Source: an optimization exercise on an open RTL-to-GDS flow (aim: small area, a short achievable clock period and few clock cycles per item). Production flows keep margins and buffers that such runs may drop.
In this exercise RTL edits were held to simulation tests only and were not proved equivalent to the original.

// tbacc
module tbacc (
    input  wire         clk,
    input  wire         rst,
    input  wire         cmd_valid,
    output wire         cmd_ready,
    input  wire [7:0]   cmd_op,
    input  wire [63:0]  cmd_a,
    input  wire [63:0]  cmd_b,
    output wire         rsp_valid,
    output wire [7:0]   rsp_status,
    output wire [63:0]  rsp_data,
    output wire         mem_req,
    output wire         mem_wide,
    output wire [31:0]  mem_addr,
    input  wire         mem_ack,
    input  wire [63:0]  mem_rdata,
    input  wire         mem_err,
    output wire [63:0]  value_o,
    output wire [15:0]  status_o
);
Size in the first run: ~5100 cells after synthesis, roughly 390 I/O pins, about 0.046 mm2 of cells after synthesis.
==> flow/config.mk <==
export PLATFORM = sky130hd
export DESIGN_NAME = tbacc
export DESIGN_NICKNAME = tbacc
export VERILOG_FILES = /design/flow/design.v
export SDC_FILE = /design/flow/constraint.sdc
export NUM_CORES = 4
export LEC_CHECK = 0
export CAP_MARGIN = 20
export CORE_MARGIN = 2
export CORE_UTILIZATION = 40
export PLACE_DENSITY = 0.6
export SLEW_MARGIN = 20
export TNS_END_PERCENT = 100
==> flow/constraint.sdc <==
create_clock -name core_clock -period 12.5 [get_ports {clk}]
set_input_delay 2.5000 -clock core_clock [delete_from_list [all_inputs] [get_ports {clk}]]
set_output_delay 2.5000 -clock core_clock [all_outputs]
set_load 0.01 [all_outputs]
standard.sh (not shown) runs the stock make flow with config.mk's settings and CLKGATE_MAP_FILE= SYNTH_SCRIPT=/design/flow/synth_recipe.tcl, a recipe that flattens the netlist after the stock synthesis.
==> flow/flow/run.sh <==
#!/bin/bash
set -euo pipefail
bash standard.sh SETUP_SLACK_MARGIN=8.4 "BUFFER_PORTS_ARGS=-buffer_cell sky130_fd_sc_hd__buf_4" finish > standard.log 2>&1
Testbench counts at the start, summed over its fixed seeds: cycles 16,282, hashes 384.
Next try:
==> flow/flow/run.sh (replaced) <==
#!/bin/bash
set -euo pipefail
bash standard.sh SETUP_SLACK_MARGIN=9 "BUFFER_PORTS_ARGS=-buffer_cell sky130_fd_sc_hd__buf_4" finish > standard.log 2>&1
Settings changed: GPL_TIMING_DRIVEN set to 0, TNS_END_PERCENT 100 to 0.
Effect: Setup slack gets worse by 0.26 ns. Clock skew rose by 0.012 ns. Via count rose by 13%. First-iteration DRC count rose by 32%. Utilization rose by 1.6 points. Worst hold slack hardly moves. Die area is unchanged. Routed wire length rose by 31%. Global-route usage rose by 13 points. Clock-buffer cell count fell by 4.
Next try:
Settings changed: GPL_TIMING_DRIVEN 0 to not set.
The changed run finished with timing, DRC and antenna clean.
Setup slack gains 0.34 ns.
Routed wire length goes down by 24%.
Design area goes down by 2.5%.
Next try:
==> flow/flow/run.sh (replaced) <==
#!/bin/bash
set -euo pipefail
bash standard.sh SETUP_SLACK_MARGIN=9 "BUFFER_PORTS_ARGS=-buffer_cell sky130_fd_sc_hd__buf_1" finish > standard.log 2>&1
After rerunning: The changed run finished with timing, DRC and antenna clean; wire length is lower by 1.8%; cell area is lower by 3.3%; setup slack loses 0.030 ns; utilization is lower by 1.6 points; first-iteration DRC count is higher by 6.8%; clock skew is lower by 0.016 ns.
Next try:
Settings changed: CORE_UTILIZATION 40 to 45, PLACE_DENSITY 0.6 to 0.65.
What happened: Core utilization goes up by 5.9 points; design area stays flat; clock skew goes up by 0.0091 ns; worst setup slack gets better by 0.065 ns; sequential cell count is unchanged; via count goes up by 1.7%; non-clock buffer count goes up by 34.
Next try:
==> flow/flow/run.sh (replaced) <==
#!/bin/bash
set -euo pipefail
bash standard.sh SETUP_SLACK_MARGIN=9 "BUFFER_PORTS_ARGS=-buffer_cell sky130_fd_sc_hd__buf_4" finish > standard.log 2>&1
Settings changed: CORE_UTILIZATION 45 to 40, PLACE_DENSITY 0.65 to 0.7.
What happened: Setup slack degrades by 0.11 ns. Fmax came out lower by 2.7%. Final area came out higher by 2.3%. Routed wire length came out higher by 0.57%. Flip-flop and latch count does not change. Register-to-register slack degrades by 0.11 ns. Critical path depth came out lower by 1. Sequential share of layout area came out lower by 0.72 points. First-iteration DRC count came out lower by 8.0%. Global-route usage came out lower by 4.9 points. Final cell count came out higher by 1.6%.

---

== build 73 ==
tbacc, a different RTL version from the one above (not shown whole).
For scale: roughly 45,000 um^2 of cells after synthesis.
clock: 12.5 ns
lec_check: 0
cap_margin: 20
core_margin: 2
core_utilization: 40
place_density: 0.6
slew_margin: 20
tns_end_percent: 5
==> flow/flow/run.sh <==
#!/bin/bash
set -euo pipefail
bash standard.sh SETUP_SLACK_MARGIN=9 "BUFFER_PORTS_ARGS=-buffer_cell sky130_fd_sc_hd__buf_4" finish > standard.log 2>&1
Testbench counts of build 73, summed over its fixed seeds: cycles 16,276, hashes 384.
Input-level comparison between build 54 and build 73:
-- flow/config.mk --
<<< build 73, line 12
export SLEW_MARGIN = 20
export TNS_END_PERCENT = 5
>>> build 54, line 12
export SLEW_MARGIN = 20
export SYNTH_HIERARCHICAL = 1
export TNS_END_PERCENT = 0
Findings:
Having completed the whole flow, build 54 delivered a layout that passed the timing, design-rule and antenna checks.
Taking build 73 as the reference, in build 54 share of final-layout standard cells stronger than drive strength 1 now smaller, global-route usage went down, fraction of standard cell area in multi-input logic moved up.
Weighted congestion reported at the end of routability-driven placement, build 54 vs build 73: up slightly
Ratio of final minimum period to clock period up 0.83 points in build 54 wrt build 73
Summary — maximum number of pins on one net before global-route repair, build 54 relative to build 73: higher, by 13.
Compared with build 73, build 54 shows layout overhead on the synthesized area lower by 9.0 points.
Lower initial antenna violation count was reported by build 73, not build 54.
> inputs changed (build 54 -> build 9)
==> flow/flow/run.sh <==
#!/bin/bash
set -euo pipefail
bash standard.sh SETUP_SLACK_MARGIN=9.5 "BUFFER_PORTS_ARGS=-buffer_cell sky130_fd_sc_hd__buf_4" finish > standard.log 2>&1
-- flow/config.mk --
<<< build 54, line 12
export SLEW_MARGIN = 20
export SYNTH_HIERARCHICAL = 1
export TNS_END_PERCENT = 0
>>> build 9, line 12
export SLEW_MARGIN = 20
export TNS_END_PERCENT = 0
Results
Taking build 54 as the reference point, the number of tap cells added at floorplan of build 9 falls by 3.1%. Compound-gate portion of the synthesized area was higher in the run labelled build 9. Against build 54, register-to-register path setup slack in build 9 came out better. Re final core utilization: build 9 is 0.46 points up on build 54. Going from build 54 to build 9, the global-route usage was found to have gone up by 3.0 points. Changes observed in build 9 relative to build 54: flip-flop and latch share of the layout cell area increased 1.6 points; normalized max-slew margin essentially unchanged. No stage failed in build 9, and the final checks on the layout all came back clean.
## Diff of input files: build 29 against build 9
==> flow/flow/run.sh <==
#!/bin/bash
set -euo pipefail
bash standard.sh SETUP_SLACK_MARGIN=9 "BUFFER_PORTS_ARGS=-buffer_cell sky130_fd_sc_hd__buf_1" finish > standard.log 2>&1
-- flow/config.mk --
<<< build 9, line 9
export CORE_MARGIN = 2
export CORE_UTILIZATION = 40
export PLACE_DENSITY = 0.6
export SLEW_MARGIN = 20
>>> build 29, line 9
export CORE_MARGIN = 2
export CORE_UTILIZATION = 45
export PLACE_DENSITY = 0.65
export SLEW_MARGIN = 20
## What came out
- Build 29 has less setup slack than build 9.
- Between build 29 and build 9, it is build 29 whose routed wire length is lower, by 12 mm.
- Commonest non-fill, non-tap cell in the layout: nand2_1 -> build 29, buf_4 -> build 9
- When build 29 is set beside build 9, its part of the cycle the worst path needs turns out to be 1.2 points larger.
- Delta(data arrival at the endpoint of the critical path, build 29 - build 9) > 0
- The final reports for build 29 and build 9 show proportion of cell area occupied by registers higher in the former.
- | post-detailed-placement half-perimeter wirelength | build 29 vs build 9 | better |
- Antenna cell count: build 29 higher than build 9

---

tbacc again, from the RTL that the note above started with.
Settings: LEC_CHECK=0, CAP_MARGIN=20, CORE_MARGIN=2, CORE_UTILIZATION=45, PLACE_DENSITY=0.65, SLEW_MARGIN=20, TNS_END_PERCENT=0; clock period 12.5 ns.
==> flow/flow/run.sh <==
#!/bin/bash
set -euo pipefail
bash standard.sh SETUP_SLACK_MARGIN=9 "BUFFER_PORTS_ARGS=-buffer_cell sky130_fd_sc_hd__buf_2" finish > standard.log 2>&1
The baseline produced a clean layout.
Testbench counts at the start, summed over its fixed seeds: cycles 16,276, hashes 384.
Next try:
==> flow/flow/run.sh (replaced) <==
#!/bin/bash
set -euo pipefail
bash standard.sh SETUP_SLACK_MARGIN=9 "BUFFER_PORTS_ARGS=-buffer_cell sky130_fd_sc_hd__buf_4" finish > standard.log 2>&1
--- a/flow/config.mk
+++ b/flow/config.mk
@@ -10,2 +10,2 @@
-export CORE_UTILIZATION = 45
-export PLACE_DENSITY = 0.65
+export CORE_UTILIZATION = 40
+export PLACE_DENSITY = 0.7
Outcome:
- The new run went through all stages and came out clean
- die area went up by about 12%
- final area grows by 3.4%
- wire length increases by 5.3%
- clock skew came out lower by 11 ps
- worst setup slack improves by 190 ps
- area after synthesis does not change
- via count is about the same
- non-clock buffer count grows by 30
- critical path depth went up by 4
Next try:
==> flow/flow/run.sh (replaced) <==
#!/bin/bash
set -euo pipefail
bash standard.sh SETUP_SLACK_MARGIN=9 "BUFFER_PORTS_ARGS=-buffer_cell sky130_fd_sc_hd__buf_1" finish > standard.log 2>&1
--- a/flow/config.mk
+++ b/flow/config.mk
@@ -11 +11 @@
-export PLACE_DENSITY = 0.7
+export PLACE_DENSITY = 0.6
Effect:
- The new run finished clean
- synthesized cell count is unchanged
- flip-flop and latch count stays the same
- final area is lower by about 3.5%
- final cell count fell by about 0.32%
- critical path depth is lower by 3
- clock-buffer cell count went down by 2
- maximum frequency falls by about 1.2%
Next try:
==> flow/flow/run.sh (replaced) <==
#!/bin/bash
set -euo pipefail
bash standard.sh SETUP_SLACK_MARGIN=9 "BUFFER_PORTS_ARGS=-buffer_cell sky130_fd_sc_hd__buf_2" finish > standard.log 2>&1
Final area is higher slightly.
Maximum frequency shrinks slightly.
Global-route usage goes down by 0.75 points.
Next try:
==> flow/flow/run.sh (replaced) <==
#!/bin/bash
set -euo pipefail
bash standard.sh SETUP_SLACK_MARGIN=9 "BUFFER_PORTS_ARGS=-buffer_cell sky130_fd_sc_hd__buf_4" finish > standard.log 2>&1
Worst setup slack improves by 86 ps.
Sequential share of layout area went down by 0.67 points.
Wire length went up by a few percent.

## re-timing with driven ports
No port has a modelled driver above. Below, the same layouts with a new extraction and two added sets of constraints.
Step 1, drivers: a clkbuf_16 drives clk and a buf_2 each remaining input, both assumed.
Step 2 also shifts input and output timing later by t, the mid clock arrival at the registers, as if the neighbouring blocks saw the same clock.
a / b / c = no drivers / after step 1 / after step 2; a / b = the first two.
| run | t (ns) | setup WS [ns] | worst setup path after step 2 | worst register clock-pin slew, ns | cell pins on the clock port's net |
|---|---|---|---|---|---|
| the first run of note 1 | 0.752 | 8.252 / 8.252 / 7.796 | input to register | 0.07 / 0.07 | 1 |
| the second run of note 1 | 0.784 | 7.993 / 7.993 / 7.468 | input to register | 0.07 / 0.07 | 1 |
| the third run of note 1 | 0.735 | 8.334 / 8.299 / 7.819 | input to register | 0.07 / 0.07 | 1 |
| the fourth run of note 1 | 0.768 | 8.305 / 8.272 / 7.860 | input to register | 0.07 / 0.07 | 1 |
| the fifth run of note 1 | 0.742 | 8.369 / 8.369 / 7.846 | input to register | 0.07 / 0.07 | 1 |
| the sixth run of note 1 | 0.744 | 8.255 / 8.255 / 7.948 | input to register | 0.07 / 0.07 | 1 |
| build 73 | 0.758 | 8.246 / 8.246 / 7.733 | input to register | 0.07 / 0.07 | 1 |
| build 54 | 0.752 | 8.143 / 8.143 / 7.845 | input to register | 0.06 / 0.06 | 1 |
| build 9 | 0.761 | 8.184 / 8.184 / 7.911 | input to register | 0.07 / 0.07 | 1 |
| build 29 | 0.756 | 8.036 / 8.036 / 7.880 | input to register | 0.07 / 0.07 | 1 |
| the first run of note 3 | 0.746 | 8.011 / 8.011 / 7.911 | input to register | 0.07 / 0.07 | 1 |
| the second run of note 3 | 0.751 | 8.197 / 8.197 / 7.995 | input to register | 0.07 / 0.07 | 1 |
| the third run of note 3 | 0.757 | 8.143 / 8.143 / 7.919 | input to register | 0.07 / 0.07 | 1 |
| the fourth run of note 3 | 0.746 | 8.099 / 8.099 / 7.886 | input to register | 0.07 / 0.07 | 1 |
| the fifth run of note 3 | 0.761 | 8.184 / 8.184 / 7.911 | input to register | 0.07 / 0.07 | 1 |
After both steps every run listed still meets setup and hold. For the second run of note 1, which loses most, drivers alone change the setup slack by 0.000 ns; drivers and shift together by -0.525 ns.
